Source: an optimization exercise on an open RTL-to-GDS flow (aim: small area, a short achievable clock period and few clock cycles per item). Production flows keep margins and buffers that such runs may drop. Only simulation tests tie the RTL to the original design; equivalence was not proved.

// rs_dec
module rs_dec (
    input  wire       clk,
    input  wire       rst,           
    input  wire       in_valid,
    output wire       in_ready,
    input  wire [7:0] in_data,
    input  wire [7:0] in_n,          
    input  wire [3:0] in_t,          
    output reg        err_valid,
    output reg  [7:0] err_pos,
    output reg  [7:0] err_val,
    output reg        done,
    output reg  [7:0] bstat
);
clock: 10.0 ns
lec_check: 0
cap_margin: 20
core_margin: 2
core_utilization: 40
cts_buf_list: sky130_fd_sc_hd__clkbuf_4 sky130_fd_sc_hd__clkbuf_8
setup_slack_margin: 5
slew_margin: 20
run.sh (not shown) runs the stock make flow with config.mk's settings and CLKGATE_MAP_FILE= SYNTH_SCRIPT=/design/flow/synth_recipe.tcl, a recipe that flattens the netlist after the stock synthesis.
Testbench counts at the start, summed over its fixed seeds: cycles 38,253, blocks 384.
Change:
--- a/flow/design.v
+++ b/flow/design.v
@@ -368,54 +368,55 @@
     localparam S2_OM   = 3'd5;       
     localparam S2_DONE = 3'd6;
     reg [2:0] s2;
     reg [7:0] R    [0:NSYN-1];       
     reg [7:0] lam  [1:TMAX];         
     reg [7:0] bx   [1:TMAX];         
     reg [7:0] omg  [0:TMAX-1];       
     reg [7:0] dlt;                   
     reg [4:0] len;                   
     reg [4:0] rc;                    
     reg [3:0] oc;                    
-    reg [TMAX:1] msk;                
-    reg       opbc;                  
     reg [7:0] n2;                    
     reg       rzero;                 
     reg [7:0] ne;                    
     reg [3:0] t2;
     reg [1:0] k2;
     wire [4:0] twot2 = {t2, 1'b0};
     reg        rfull;                
     wire       xfer  = s1_full && !rfull;
     reg [7:0] rtap;
     always @(*) begin
         rtap = R[NSYN-1];
         for (i = 1; i < NSYN; i = i + 2)
             if (twot2 == i + 1) rtap = R[i];
     end
     wire [4:0] twot1 = {t1, 1'b0};
     reg tzero;
     always @(*) begin
         tzero = 1'b1;
         for (i = 0; i < NSYN; i = i + 1)
             if (i < twot1 && T[i] != 8'd0) tzero = 1'b0;
     end
     wire start;
+    wire       upd = (s2 == S2_B);
+    wire       scl = (s2 == S2_C);
     reg [7:0] ma, mb;
     reg [7:0] prod [1:TMAX];
     reg [7:0] dsum;
     always @(*) begin
         dsum = R[0];                 
         for (i = 1; i <= TMAX; i = i + 1) begin
-            ma = opbc ? dlt : (msk[i] ? lam[i] : 8'd0);
-            mb = opbc ? bx[i] : R[i];
+            ma = (upd || scl) ? dlt :
+                 ((s2 != S2_OM || i <= oc) ? lam[i] : 8'd0);
+            mb = (upd || scl) ? bx[i] : R[i];
             prod[i] = gf_mul(ma, mb);
             dsum = dsum ^ prod[i];
         end
     end
     wire       grow  = (dlt != 8'd0) && ({len, 1'b0} <= {1'b0, rc});
     reg [7:0] cc [1:TMAX];           
     reg [7:0] ww [0:TMAX-1];         
     reg       act3;
     reg [7:0] pos3;
     reg [4:0] L3;
     reg [1:0] k3;
@@ -470,98 +471,89 @@
         end
     end
     always @(posedge clk) begin
         if (xfer) begin
             R[0] <= T[0];
             for (i = 1; i < NSYN; i = i + 1)
                 R[i] <= T[NSYN-i];
             n2    <= n1;
             t2    <= t1;
             rzero <= tzero;
         end
-        opbc <= 1'b0;
         case (s2)
         S2_A: begin
-            dlt  <= dsum;
-            s2   <= S2_B;
-            opbc <= 1'b1;
+            dlt <= dsum;
+            s2  <= S2_B;
         end
         S2_B: begin
             for (i = 1; i <= TMAX; i = i + 1)
                 lam[i] <= lam[i] ^ prod[i];
             bx[1] <= grow ? 8'd1 : 8'd0;
             for (i = 2; i <= TMAX; i = i + 1)
                 bx[i] <= grow ? lam[i-1] : bx[i-1];
             if (grow) begin
                 len  <= rc + 5'd1 - len;
                 dlt  <= gf_inv(dlt);
             end
             for (i = 1; i < NSYN; i = i + 1)
                 R[i] <= R[i-1];
             rc <= rc + 5'd1;
             if (rc == twot2 - 5'd1) begin
                 R[0] <= rtap;
                 oc   <= 4'd0;
-                msk  <= {TMAX{1'b0}};
                 s2   <= S2_OM;
             end else begin
                 R[0] <= R[NSYN-1];
                 s2   <= grow ? S2_C : S2_A;
-                opbc <= grow;
             end
         end
         S2_C: begin
             for (i = 1; i <= TMAX; i = i + 1)
                 bx[i] <= prod[i];
             s2 <= S2_A;
         end
         S2_OM: begin
             omg[oc] <= dsum;
             R[0] <= rtap;
             for (i = 1; i < NSYN; i = i + 1)
                 R[i] <= R[i-1];
             oc  <= oc + 4'd1;
-            msk <= {msk[TMAX-1:1], 1'b1};
             if (len > {1'b0, t2}) begin
                 k2 <= K_FAIL;
                 s2 <= S2_DONE;
             end else if ({1'b0, oc} == len - 5'd1) begin
                 s2 <= S2_DONE;
             end
         end
         S2_DONE: if (hand) s2 <= S2_IDLE;
         default: s2 <= S2_IDLE;
         endcase
         if (start) begin
             ne <= n2;
             for (i = 1; i <= TMAX; i = i + 1) begin
                 lam[i] <= 8'd0;
                 bx[i]  <= (i == 1) ? 8'd1 : 8'd0;
             end
             for (i = 0; i < TMAX; i = i + 1)
                 omg[i] <= 8'd0;
             len <= 5'd0;
             rc  <= 5'd0;
-            msk <= {TMAX{1'b1}};
             if (rzero) begin
                 k2 <= K_CLEAN;
                 s2 <= S2_DONE;
             end else begin
                 k2 <= K_FIX;
                 s2 <= S2_A;
             end
         end
-        if (rst) begin
-            s2   <= S2_IDLE;
-            opbc <= 1'b0;
-        end
+        if (rst) s2 <= S2_IDLE;
     end
     always @(posedge clk) begin
         for (i = 1; i <= TMAX; i = i + 1)
             cc[i] <= gf_mul(cc[i], gf_apow(i));
         for (i = 0; i < TMAX; i = i + 1)
             ww[i] <= gf_mul(ww[i], gf_apow(i));
         pos3 <= pos3 - 8'd1;
         if (last3) act3 <= 1'b0;
         if (hand) begin
             for (i = 1; i <= TMAX; i = i + 1)
                 cc[i] <= lam[i];
Effect: Via count came out higher by 6.9%. Wire length came out higher by about 14%. Final cell count came out higher by about 2.6%. First-iteration DRC count came out higher by 22%. Worst setup slack gets worse by 71 ps. Clock skew came out higher by 12 ps. Sequential share of layout area came out lower by 1.9 points. Synthesized cell count barely changes. Cell area came out higher by about 5.6%. Worst hold slack gets better by 6.3 ps.
Testbench counts after the change, summed over its fixed seeds: cycles 38,253, blocks 384.

[re-timing with driven ports]
In the flow no input, the clock included, has a driving cell. The finished layouts below were timed again as built, in two steps. Step 1 sets driving cells, clkbuf_16 on the clock port and buf_2 on the other inputs (assumed; they add their load-dependent delay and slew). Step 2, shift: input delay + t, output delay - t, t = (earliest + latest rising clock arrival at the registers) / 2. This alone moves slack from input paths to output paths. Slacks: ideal / step 1 / step 2; pairs: ideal / step 1.
run | t, ns | setup WS [ns] | worst hold slack (ns) | worst setup path at the end
the first run | 1.070 | 4.587 / 4.587 / 4.587 | 0.317 / 0.317 / 0.317 | register to register
the second run | 1.080 | 4.515 / 4.515 / 4.515 | 0.323 / 0.323 / 0.323 | register to register
After both steps setup and hold are still met in every run listed.
